From an optimization exercise on the open Yosys and OpenROAD flow, aimed at small area, a short achievable clock period and few clock cycles; shortcuts taken in it are not production practice.
Function was checked by simulation only, so behaviour that the tests miss may differ from the original.
Power and IR drop assume default switching activity.

**config.mk**
```make
export PLATFORM = sky130hd
export DESIGN_NAME = modbus_slave
export DESIGN_NICKNAME = modbus_slave
export VERILOG_FILES = /design/flow/design.v
export SDC_FILE = /design/flow/constraint.sdc
export NUM_CORES = 4
export LEC_CHECK = 0
export CAP_MARGIN = 20
export CORE_MARGIN = 2
export CORE_UTILIZATION = 35
export CTS_BUF_LIST = sky130_fd_sc_hd__clkbuf_8
export SLEW_MARGIN = 20
```
**constraint.sdc**
```tcl
create_clock -name core_clock -period 12.0 [get_ports {clk}]
set_input_delay 2.4000 -clock core_clock [delete_from_list [all_inputs] [get_ports {clk}]]
set_output_delay 2.4000 -clock core_clock [all_outputs]
set_load 0.01 [all_outputs]
```
**design.v**
```verilog
module modbus_slave (
    input  wire        clk,
    input  wire        rst,           
    input  wire [7:0]  slave_addr,    
    input  wire        rx_valid,
    input  wire [7:0]  rx_data,
    input  wire        rx_last,
    output wire        rx_ready,
    output reg         tx_valid,
    output reg  [7:0]  tx_data,
    output reg         tx_last,
    input  wire        tx_ready,
    input  wire        tp_error,
    input  wire        app_valid,
    input  wire        app_we,
    input  wire [2:0]  app_space,     
    input  wire [6:0]  app_addr,
    input  wire [15:0] app_wdata,
    output wire        app_ready,
    output reg  [15:0] app_rdata,
    output reg  [15:0] snap0,
    output reg  [15:0] snap1,
    output reg         snap_pending
);
    localparam RX_BUF_SIZE = 144;
    localparam [7:0] EXC_ILLEGAL_FUNCTION = 8'h01;
    localparam [7:0] EXC_ILLEGAL_ADDRESS  = 8'h02;
    localparam [7:0] EXC_ILLEGAL_VALUE    = 8'h03;
    function [15:0] crc16_byte(input [15:0] c, input [7:0] b);
        integer k;
        reg [15:0] r;
        begin
            r = c ^ {8'h00, b};
            for (k = 0; k < 8; k = k + 1)
                r = r[0] ? ((r >> 1) ^ 16'hA001) : (r >> 1);
            crc16_byte = r;
        end
    endfunction
    reg [127:0]  coils;
    reg [127:0]  dins;
    reg [1023:0] hold;       
    reg [1023:0] inp;
    reg [1023:0] stg;        
    reg        pend;         
    reg [7:0]  len;          
    reg        ovf;          
    reg [7:0]  f_addr, f_fc, f_bc;
    reg [15:0] f_start, f_qv;
    reg        f_aok;        
    reg [15:0] rcrc;
    reg [7:0]  drem;         
    reg [5:0]  wptr;         
    reg        whi;          
    reg [3:0]  cq;           
    reg        tx_busy;      
    reg        hi_pend;      
    reg        t_rd;         
    reg        q_valid;      
    reg        q_rd;         
    wire        f_bcast = (f_addr == 8'h00);
    wire [16:0] f_end   = {1'b0, f_start} + {1'b0, f_qv};
    wire [16:0] f_qv7   = {1'b0, f_qv} + 17'd7;
    wire [13:0] f_nbits = f_qv7[16:3];
    wire [16:0] f_nregs = {f_qv, 1'b0};
    reg       p_sup, p_bits, p_regs, p_wcoil, p_wreg, p_f05, p_f06, p_f0f, p_f10;
    reg       p_vfail, p_afail;
    reg [8:0] p_flen;        
    reg [7:0] p_cnt;         
    reg [6:0] p_rg_end;      
    reg [7:0] p_cl_end;      
    reg       crc_zero;      
    always @(posedge clk) begin
        p_f05   <= (f_fc == 8'h05);
        p_f06   <= (f_fc == 8'h06);
        p_f0f   <= (f_fc == 8'h0F);
        p_f10   <= (f_fc == 8'h10);
        p_bits  <= (f_fc == 8'h01) || (f_fc == 8'h02);
        p_regs  <= (f_fc == 8'h03) || (f_fc == 8'h04);
        p_wcoil <= (f_fc == 8'h05) || (f_fc == 8'h0F);
        p_wreg  <= (f_fc == 8'h06) || (f_fc == 8'h10);
        p_sup   <= (f_fc == 8'h01) || (f_fc == 8'h02) || (f_fc == 8'h03) ||
                   (f_fc == 8'h04) || (f_fc == 8'h05) || (f_fc == 8'h06) ||
                   (f_fc == 8'h0F) || (f_fc == 8'h10);
        case (f_fc)
        8'h01, 8'h02: begin
            p_vfail <= (f_qv == 16'd0) || (f_qv > 16'd2000);
            p_afail <= (f_end > 17'd128);
        end
        8'h03, 8'h04: begin
            p_vfail <= (f_qv == 16'd0) || (f_qv > 16'd125);
            p_afail <= (f_end > 17'd64);
        end
        8'h05: begin
            p_vfail <= (f_qv != 16'h0000) && (f_qv != 16'hFF00);
            p_afail <= (f_start >= 16'd128);
        end
        8'h06: begin
            p_vfail <= 1'b0;
            p_afail <= (f_start >= 16'd64);
        end
        8'h0F: begin
            p_vfail <= (f_qv == 16'd0) || (f_qv > 16'd1968) || ({2'd0, f_nbits} != {8'd0, f_bc});
            p_afail <= (f_end > 17'd128);
        end
        default: begin  
            p_vfail <= (f_qv == 16'd0) || (f_qv > 16'd123) || (f_nregs != {9'd0, f_bc});
            p_afail <= (f_end > 17'd64);
        end
        endcase
        p_flen   <= 9'd9 + {1'b0, f_bc};
        p_cnt    <= ((f_fc == 8'h01) || (f_fc == 8'h02)) ? {3'd0, f_nbits[4:0]} : {f_qv[6:0], 1'b0};
        p_rg_end <= {1'b0, f_start[5:0]} + ((f_fc == 8'h06) ? 7'd1 : f_qv[6:0]);
        p_cl_end <= {1'b0, f_start[6:0]} + ((f_fc == 8'h05) ? 8'd1 : f_qv[7:0]);
    end
    wire drop    = (len < 8'd4) || !f_aok || !crc_zero;
    wire l_short = (len < 8'd8);
    wire l_bad   = (p_f0f || p_f10) && ({1'b0, len} != p_flen);
    wire ex_exc  = !p_sup || l_short || p_vfail || l_bad || p_afail;
    wire [7:0] ex_code = !p_sup ? EXC_ILLEGAL_FUNCTION :
                         (l_short || p_vfail || l_bad) ? EXC_ILLEGAL_VALUE : EXC_ILLEGAL_ADDRESS;
    wire wr_fc   = p_wreg || p_wcoil;
    wire rd_busy = (tx_busy && t_rd) || (q_valid && q_rd);
    wire go      = pend && (drop || ((f_bcast || !q_valid) && !(wr_fc && rd_busy)));
    wire ok      = !drop && !ex_exc;
    wire cm_reg  = go && ok && p_wreg;
    wire cm_coil = go && ok && p_wcoil;
    wire respond = go && !drop && !f_bcast;
    assign rx_ready = (!pend || go) && (a_st == 3'd0);
    wire rx_hs = rx_valid && rx_ready;
    reg  [63:0]  rg_mask;
    reg  [127:0] cl_mask;
    integer mi;
    always @(*) begin
        for (mi = 0; mi < 64; mi = mi + 1)
            rg_mask[mi] = (mi[6:0] >= {1'b0, f_start[5:0]}) && (mi[6:0] < p_rg_end);
        for (mi = 0; mi < 128; mi = mi + 1)
            cl_mask[mi] = (mi[7:0] >= {1'b0, f_start[6:0]}) && (mi[7:0] < p_cl_end);
    end
    reg [2:0]  a_st;
    reg        a_we;
    reg [2:0]  a_sp;
    reg [6:0]  a_ad;
    reg [15:0] a_wd;
    wire       ap_hold = (a_sp == 3'd2);
    wire       ap_coil = (a_sp == 3'd0);
    wire       ap_sw   = a_we && (ap_hold || ap_coil);    
    reg        snap_upd;
    wire quiet  = !pend && !tx_busy && !q_valid && !hi_pend && !tx_valid && !snap_upd;
    assign app_ready = quiet && (!app_valid || a_st == 3'd4);
    wire app_hs = app_valid && quiet && (a_st == 3'd4);
    wire app_wr = app_hs && a_we;
    wire        ap_stg  = ap_sw && ((a_st == 3'd3) || (a_st == 3'd4) || (a_st == 3'd5));
    wire        ap_cp   = ap_sw && ((a_st == 3'd2) || (a_st == 3'd4) || (a_st == 3'd6));
    wire [15:0] ap_src  = (a_st == 3'd5) ? app_rdata : a_wd;
    wire [15:0] ap_bus  = ap_coil ? {16{ap_src[0]}} : ap_src;
    wire [7:0] rn     = pend ? 8'd0 : len;    
    wire [15:0] rcrc_n = crc16_byte((rn == 8'd0) ? 16'hFFFF : rcrc, rx_data);
    wire       r_data = (rn >= 8'd7) && (drem != 8'd0);
    wire       r_fc05 = p_f05;
    wire       st_reg = rx_hs && ((p_f06 && (rn == 8'd4 || rn == 8'd5)) || (p_f10 && r_data));
    wire       st_coil = rx_hs && ((p_f05 && rn == 8'd4) || (p_f0f && r_data));
    wire [2:0] c_rot  = f_start[2:0];
    wire [7:0] r_byte = {rx_data[7:1], r_fc05 ? rx_data[7] : rx_data[0]};
    wire [15:0] r_dbl = {r_byte, r_byte} << (p_wcoil ? c_rot : 3'd0);
    wire [7:0]  st_d  = r_dbl[15:8];
    wire [15:0] st_bus = ap_stg ? ap_bus : {st_d, st_d};
    wire [7:0]  ge_r  = 8'hFF << c_rot;
    reg [1023:0] st_en;
    integer si;
    always @(*) begin
        for (si = 0; si < 1024; si = si + 1) begin
            st_en[si] = (st_reg && (wptr == si[9:4]) && (whi == si[3])) ||
                        (ap_stg && ap_hold && (a_ad[5:0] == si[9:4])) ||
                        (ap_stg && ap_coil && (si < 128) && (a_ad == si[6:0]));
            if (si < 128)
                st_en[si] = st_en[si] ||
                    (st_coil && (((cq == si[6:3]) && ge_r[si % 8]) ||
                                 ((cq + 4'd1 == si[6:3]) && !ge_r[si % 8])));
        end
    end
    genvar gi;
    generate
        for (gi = 0; gi < 1024; gi = gi + 1) begin : g_stg
            always @(posedge clk)
                if (st_en[gi]) stg[gi] <= st_bus[gi % 16];
        end
    endgenerate
    always @(posedge clk) begin
        if (rx_hs) begin
            rcrc     <= rcrc_n;
            crc_zero <= (rcrc_n == 16'h0000);
            case (rn)
            8'd0: begin
                f_addr <= rx_data;
                f_aok  <= (rx_data == slave_addr) || (rx_data == 8'h00);
            end
            8'd1: f_fc <= rx_data;
            8'd2: f_start[15:8] <= rx_data;
            8'd3: begin
                f_start[7:0] <= rx_data;
                wptr <= rx_data[5:0];
                whi  <= 1'b1;
                cq   <= rx_data[6:3];
            end
            8'd4: f_qv[15:8] <= rx_data;
            8'd5: f_qv[7:0] <= rx_data;
            8'd6: begin
                f_bc <= rx_data;
                drem <= rx_data;
                wptr <= f_start[5:0];
                whi  <= 1'b1;
            end
            default: ;
            endcase
            if (st_reg) begin
                whi <= !whi;
                if (!whi) wptr <= wptr + 6'd1;
            end
            if (r_data) begin
                drem <= drem - 8'd1;
                cq   <= cq + 4'd1;
            end
        end
    end
    always @(posedge clk) begin
        if (rst || tp_error) begin
            pend <= 1'b0;
            len  <= 8'd0;
            ovf  <= 1'b0;
        end else begin
            if (go) begin
                pend <= 1'b0;
                len  <= 8'd0;
            end
            if (rx_hs) begin
                if (rx_last) begin
                    if (!(ovf && !pend) && rn != RX_BUF_SIZE) begin
                        pend <= 1'b1;
                        len  <= rn + 8'd1;
                    end else begin
                        len <= 8'd0;    
                    end
                    ovf <= 1'b0;
                end else if (rn == RX_BUF_SIZE) begin
                    ovf <= 1'b1;
                end else begin
                    len <= rn + 8'd1;
                    if (pend) ovf <= 1'b0;
                end
            end
        end
    end
    reg  [5:0]  t_wp;        
    reg  [3:0]  t_bq;        
    reg  [7:0]  t_fc;
    wire [5:0]  rd_w  = tx_busy ? t_wp : a_ad[5:0];
    wire [3:0]  rd_s  = tx_busy ? t_bq : a_ad[6:3];
    wire        rd_wb = tx_busy ? !t_fc[0] : a_sp[0];    
    wire        rd_sb = tx_busy ? t_fc[1] : a_sp[0];     
    wire [127:0] rd_woh = 128'd1 << {rd_wb, rd_w};
    wire [31:0]  rd_soh = 32'd1 << {rd_sb, rd_s};
    reg  [15:0]  rd_word;
    reg  [7:0]   rd_slot;
    integer ri;
    always @(*) begin
        rd_word = 16'd0;
        for (ri = 0; ri < 64; ri = ri + 1)
            rd_word = rd_word | (hold[16*ri +: 16] & {16{rd_woh[ri]}})
                              | (inp[16*ri +: 16] & {16{rd_woh[64+ri]}});
        rd_slot = 8'd0;
        for (ri = 0; ri < 16; ri = ri + 1)
            rd_slot = rd_slot | (coils[8*ri +: 8] & {8{rd_soh[ri]}})
                              | (dins[8*ri +: 8] & {8{rd_soh[16+ri]}});
    end
    wire a_abort = rst || tp_error || !app_valid;
    wire [15:0] rd_unit = ap_coil ? {15'd0, rd_slot[a_ad[2:0]]} : rd_word;
    always @(posedge clk) begin
        case (a_st)
        3'd0: if (!a_abort) begin
            a_st <= 3'd1;
            a_we <= app_we;
            a_sp <= app_space;
            a_ad <= app_addr;
            a_wd <= app_wdata;
        end
        3'd1: if (a_abort) a_st <= 3'd0;
              else if (quiet) a_st <= ap_sw ? 3'd2 : 3'd4;
        3'd2: a_st <= a_abort ? 3'd5 : 3'd3;
        3'd3: begin
            a_st <= a_abort ? 3'd5 : 3'd4;
            a_wd <= rd_unit;
        end
        3'd4: if (app_hs) a_st <= 3'd0;
              else a_st <= ap_sw ? 3'd5 : (a_abort ? 3'd0 : 3'd4);
        3'd5: a_st <= 3'd6;
        default: a_st <= 3'd0;
        endcase
        if (a_st == 3'd1 && quiet) begin
            case (a_sp)
            3'd0, 3'd1: app_rdata <= {15'd0, rd_slot[a_ad[2:0]]};
            3'd2, 3'd3: app_rdata <= rd_word;
            default:    app_rdata <= {15'd0, snap_pending};
            endcase
        end
    end
    generate
        for (gi = 0; gi < 64; gi = gi + 1) begin : g_reg
            always @(posedge clk) begin
                if ((cm_reg && rg_mask[gi]) || (ap_cp && ap_hold && a_ad[5:0] == gi))
                    hold[16*gi +: 16] <= stg[16*gi +: 16];
                if (app_wr && a_sp == 3'd3 && a_ad[5:0] == gi)
                    inp[16*gi +: 16] <= a_wd;
            end
        end
        for (gi = 0; gi < 128; gi = gi + 1) begin : g_bit
            always @(posedge clk) begin
                if ((cm_coil && cl_mask[gi]) || (ap_cp && ap_coil && a_ad == gi))
                    coils[gi] <= stg[gi];
                if (app_wr && a_sp == 3'd1 && a_ad == gi)
                    dins[gi] <= a_wd[0];
            end
        end
    endgenerate
    always @(posedge clk) begin
        if (rst) begin
            snap_upd     <= 1'b0;
            snap_pending <= 1'b0;
        end else begin
            snap_upd <= cm_reg && p_f10;
            if (snap_upd) begin
                snap0        <= hold[16*30 +: 16];
                snap1        <= hold[16*31 +: 16];
                snap_pending <= 1'b1;
            end else if (app_wr && a_sp == 3'd4)
                snap_pending <= 1'b0;
        end
    end
    reg  [7:0]  t_addr;
    reg  [15:0] t_s;         
    reg  [15:0] t_qv;
    reg  [2:0]  t_hidx;      
    reg         t_h6;        
    reg  [7:0]  t_dcnt;      
    reg         t_rbits;     
    reg         t_wlo;       
    reg  [7:0]  t_prev;      
    reg  [15:0] t_crc;       
    reg  [7:0]  t_crchi;
    wire slot_free = !tx_valid || tx_ready;
    wire [7:0] rs_cnt = p_cnt;
    wire       rs_rd  = ok && (p_bits || p_regs);
    reg  [57:0] q_job;
    wire [57:0] j_new = {f_addr, ex_exc ? (f_fc | 8'h80) : f_fc,
                         ex_exc ? ex_code : (rs_rd ? rs_cnt : f_start[15:8]), f_start[7:0],
                         f_qv, !ex_exc && !rs_rd, rs_rd ? rs_cnt : 8'd0, p_bits};
    wire        j_rd  = rs_rd;
    wire        t_ldq = !tx_busy && q_valid;                   
    wire        t_ld  = t_ldq || (respond && !tx_busy);        
    wire        q_ld  = respond && tx_busy;                    
    wire [57:0] l_job = t_ldq ? q_job : j_new;
    wire        l_rd  = t_ldq ? q_rd : j_rd;
    reg [7:0] h_byte;
    always @(*) begin
        case (t_hidx)
        3'd0:    h_byte = t_addr;
        3'd1:    h_byte = t_fc;
        3'd2:    h_byte = t_s[15:8];
        3'd3:    h_byte = t_s[7:0];
        3'd4:    h_byte = t_qv[15:8];
        default: h_byte = t_qv[7:0];
        endcase
    end
    wire        h_more = t_h6 ? (t_hidx != 3'd6) : (t_hidx != 3'd3);
    wire        h_lastb = t_h6 ? (t_hidx == 3'd5) : (t_hidx == 3'd2);
    wire [15:0] b_win  = {rd_slot, t_prev} >> t_s[2:0];
    wire [7:0]  b_mask = (t_dcnt == 8'd1 && t_qv[2:0] != 3'd0) ?
                         ~(8'hFF << t_qv[2:0]) : 8'hFF;
    wire [7:0]  d_byte = t_rbits ? (b_win[7:0] & b_mask) :
                         (t_wlo ? rd_word[7:0] : rd_word[15:8]);
    wire [15:0] crc_n  = crc16_byte(t_crc, tx_data);
    always @(posedge clk) begin
        if (rst || tp_error) begin
            tx_valid <= 1'b0;
            tx_busy  <= 1'b0;
            q_valid  <= 1'b0;
            hi_pend  <= 1'b0;
            tx_last  <= 1'b0;
        end else begin
            if (slot_free) begin
                if (hi_pend) begin
                    tx_data  <= t_crchi;
                    tx_last  <= 1'b1;
                    tx_valid <= 1'b1;
                    hi_pend  <= 1'b0;
                end else if (tx_busy) begin
                    tx_valid <= 1'b1;
                    tx_last  <= 1'b0;
                    t_crc    <= (t_hidx == 3'd0) ? 16'hFFFF : crc_n;
                    if (h_more) begin
                        tx_data <= h_byte;
                        t_hidx  <= t_hidx + 3'd1;
                        if (h_lastb) begin
                            t_prev <= rd_slot;
                            t_bq   <= t_bq + 4'd1;
                        end
                    end else if (t_dcnt != 8'd0) begin
                        tx_data <= d_byte;
                        t_dcnt  <= t_dcnt - 8'd1;
                        t_prev  <= rd_slot;
                        t_bq    <= t_bq + 4'd1;
                        t_wlo   <= !t_wlo;
                        if (t_wlo) t_wp <= t_wp + 6'd1;
                    end else begin
                        tx_data <= crc_n[7:0];
                        t_crchi <= crc_n[15:8];
                        hi_pend <= 1'b1;
                        tx_busy <= 1'b0;
                    end
                end else begin
                    tx_valid <= 1'b0;
                    tx_last  <= 1'b0;
                end
            end
            if (q_ld) begin
                q_valid <= 1'b1;
                q_rd    <= j_rd;
                q_job   <= j_new;
            end else if (t_ldq)
                q_valid <= 1'b0;
            if (t_ld) begin
                tx_busy <= 1'b1;
                t_rd    <= l_rd;
                {t_addr, t_fc, t_s, t_qv, t_h6, t_dcnt, t_rbits} <= l_job;
                t_wlo   <= 1'b0;
                t_wp    <= l_job[31:26];
                t_bq    <= l_job[32:29];
                if (slot_free && !hi_pend) begin
                    tx_data  <= l_job[57:50];
                    tx_valid <= 1'b1;
                    tx_last  <= 1'b0;
                    t_crc    <= 16'hFFFF;
                    t_hidx   <= 3'd1;
                end else
                    t_hidx   <= 3'd0;
            end
        end
    end
endmodule
```
**run.sh**
```bash
#!/bin/bash
# synth_recipe.tcl (not shown) runs the flow's synth.tcl, then flattens the netlist and writes it again
# the make line also repeats each setting of config.mk as NAME=value (left out here)
make -C /OpenROAD-flow-scripts/flow DESIGN_CONFIG=/design/flow/config.mk WORK_HOME=/design/flow/orfs CLKGATE_MAP_FILE= SYNTH_SCRIPT=/design/flow/synth_recipe.tcl finish
```
==> results.txt <==
Status -> timing/DRC/antenna clean
Die W -> 649 µm
Crit Path Max Fanout -> 78
GPL Wtd Cong -> 1.14
Total power -> 27.8 mW
Crit. End Element -> flop
Synth top cells by count -> edfxtp_1, nand2_1, clkbuf_1, a22oi_1, nor2_1
Initial DRT Pass Iterations -> 14
Final cell count without fillers -> 16259
Die height -> 649 µm
Initial Utilization -> 35.2%
Number of buffers added for setup after CTS -> 0
Clock Skews -> 0.121 ns
Yosys cell types -> 100
Vias in the first global route -> 102230
Dpl hpwl -> 691000 µm
Mapped Nets -> 9365
CP max stage cell -> nor4b_2
CP Launch Type -> flop
Yosys warning total -> 1
Hold_ws -> 0.334 ns
Leakage -> 54.7 nW
Starting DRC count in detailed routing -> 30422
Global route overflow -> 0
WP data required -> 13.02 ns
RSZ-0062 raised after global routing -> false
WL final -> 996000 µm
Full die area -> 422000 µm²
Crit-path cells -> buf_4, or3_1, buf_4, a222oi_1, buf_4, a22oi_1, nand4_1, a221o_1, or4_1, or4_1, nor4b_2, buf_4, o22ai_1, o31a_1
Top cells by area, synth -> edfxtp_1, a22oi_1, nand2_1, a22o_1, a221oi_1
Pin count of the biggest net entering global routing -> 148
CTS max path bufs -> 4
Syn_area_per_cell -> 15.7 µm²
Main synth FF type -> edfxtp_1
FP Rows -> 236
CTS Root Cell -> clkbuf_8
Max Cap Viol -> 0
EDFF count, synth -> 3671
Ys async rst share -> 0%
I/O Buffers -> 110
Hold_buf cts -> 0
Final Instance Area -> 171000 µm²
Type of the worst setup path -> reg -> reg
Crit path top cell by count -> buf_4
Final worst path period need -> 8.56 ns
Worst R2R Setup Slack -> 3.44 ns
Via density -> 7.25
CTS tree -> done
Gr usage total -> 45.7%
Placed cell area -> 159000 µm²
Share of layout cells above drive strength 1 -> 18.5%
Worst slew margin -> 8.58%
Core area -> 414000 µm²
FF-to-FF path depth -> 14
Final worst path period share -> 71.3%
Skew-Pair Late Insertion Delay -> 1.35 ns
Initial antenna violation count -> 199
Endpoints failing setup -> 0
Reg2reg start -> tx_busy
DR vias -> 117943
Place WS -> 4.15 ns
Final WS setup -> 3.44 ns
Area added between synthesis and finish -> 17.3%
Final hold violations -> 0
WHS Endpoint -> hold[820]
Area leader, netlist -> edfxtp_1
Nets -> 10244
Slowest stage delay, CP -> 1.11 ns
Setup TNS Final -> 0 ns
Hold path depth -> 0
Clk slew on worst S/H paths -> 0.07 ns
Sink Count -> 3731
Placed cells -> 14956
CTS H-tree lvls -> 6
Transition time at the pin with the least slew margin -> 1.37 ns
Max Fclk -> 117 MHz
Top-count cell post-synth -> edfxtp_1
Top-area cell type share of the netlist area -> 75.6%
DRC errors left -> 0
Cell area after synthesis -> 146000 µm²
Hold/Removal Path Class -> reg -> reg
Antenna Violating Nets Remaining -> 0
Resized cells post-CTS -> 0
R2r endpoint -> tx_data[1]
Post-synthesis cell count -> 9257
CTS Buf Count -> 643
Slew Limit Fails -> 0
Worst EP arrival -> 9.58 ns
Ports -> 111
Average wire per standard cell -> 61.3 µm
First-pass GRT wire length -> 1220000 µm
Maximum VDD drop -> 0.000131 V
Post-layout util -> 41.3%
HP Start -> stg[820]
PD cells -> 163 nW/µm²
Seq/Total Area, Yosys -> 76.5%
FF+latch count, synth -> 3731
## cells by family after synthesis
family | after synthesis | share of synthesized area, %
AOI/OAI and AO/OA | 2417 | 12.3
buffers and inverters | 709 | 1.93
and+or+nand+nor | 2130 | 7.27
DFF | 3731 | 76.5
xor gates and xnor gates | 136 | 0.817
muxes | 76 | 0.664
adders and majority gates | 58 | 0.513
## area by class of cell
class                   instances  area, µm²
diodes                        160        400
clock buffers                 652       8970
clock inverters               482       2610
fillers                     37789     243000
inverters                      73        274
multi-input cells            4817      33300
flip-flops and latches       3731     111000
well taps                    5474       6850
repair buffers                870       7110
## power breakdown
part           internal, mW  leakage, nW  switching [mW]  total, mW
clock network          5.29         6.69            5.82       11.1
registers              14.6         33.5           0.120       14.7
logic                 0.295         14.5            1.71       2.00
## registers in the layout, summed over array words and instances, names as in the netlist, 58 cells and up, named ones only
name	flops
inp	1024
hold	1024
dins	128
coils	128
stg	1024
q_job	58
## layout by cell type (no fill, tap or decap), types with 47 or more instances in the layout
cell	instances
and2_1	54
nand4_1	168
nor2_2	51
nand2_1	659
a221oi_1	240
a21oi_1	200
a22o_1	267
dfxtp_1	58
edfxtp_1	3671
inv_1	281
o32ai_1	67
clkbuf_8	652
o21ai_0	296
ha_1	53
nor2_1	336
a222oi_1	158
clkinv_2	52
o22ai_2	74
xor2_1	47
diode_2	160
nand3_1	206
o22ai_1	223
nor3_1	142
clkdlybuf4s50_1	110
clkinv_1	156
buf_4	714
and3_1	89
a22oi_1	408
xnor2_1	89
o221ai_1	75
## layer usage
| layer | track usage, % | share of wire [%] |
|---|---|---|
| met4 | 31.1 | 8.6 |
| met1 | 57.3 | 36 |
| met2 | 60.9 | 39 |
| met5 | 0.939 | 0.078 |
| met3 | 22.8 | 17 |
## worst max-delay path by stage
stage / startpoint / to / slack (ns) / cells after the start
2_1_floorplan: tp_error / q_job[0] / 4.01 / 4
3_3_place_gp: rx_valid / stg[927] / 3.68 / 10
3_5_place_dp: tx_busy / tx_data[1] / 4.15 / 14
4_1_cts: tx_busy / tx_data[1] / 4.15 / 14
5_1_grt: tx_busy / tx_data[1] / 3.79 / 14
6_report: tx_busy / tx_data[1] / 3.44 / 14
## worst max-delay path, delay by kind of cell, from the launching register on
| kind | cells | cell delay [ns] |
|---|---|---|
| buffers and inverters | 4 | 1.81 |
| DFF | 1 | 0.76 |
| AOI/OAI and AO/OA | 5 | 2.03 |
| and+or+nand+nor | 5 | 3.56 |
Testbench counts, summed over its fixed seeds: cycles 6,064.

-- separate check: timing with driven ports --
The flow's constraints put no driver on any port. The routed layout listed below was extracted and timed again, unchanged, in two steps.
Step 1 sets driving cells, clkbuf_16 on the clock port and buf_2 on the other inputs (assumed; they add their load-dependent delay and slew).
Step 2, shift: input delay + t, output delay - t, t = (earliest + latest rising clock arrival at the registers) / 2. This alone moves slack from input paths to output paths.
Slacks: ideal ports / drivers / drivers and shift; pairs: ideal ports / drivers.
shift t [ns]: 1.397
slack for setup (ns): 3.444 / 3.444 / 3.444
worst hold slack (ns): 0.334 / 0.334 / 0.334
worst setup path at the end: register to register
worst slew at a driven data input, ns: 0.17
After both steps setup and hold are still met in this run. For this run, drivers alone change the setup slack by 0.000 ns; drivers and shift together by 0.000 ns.
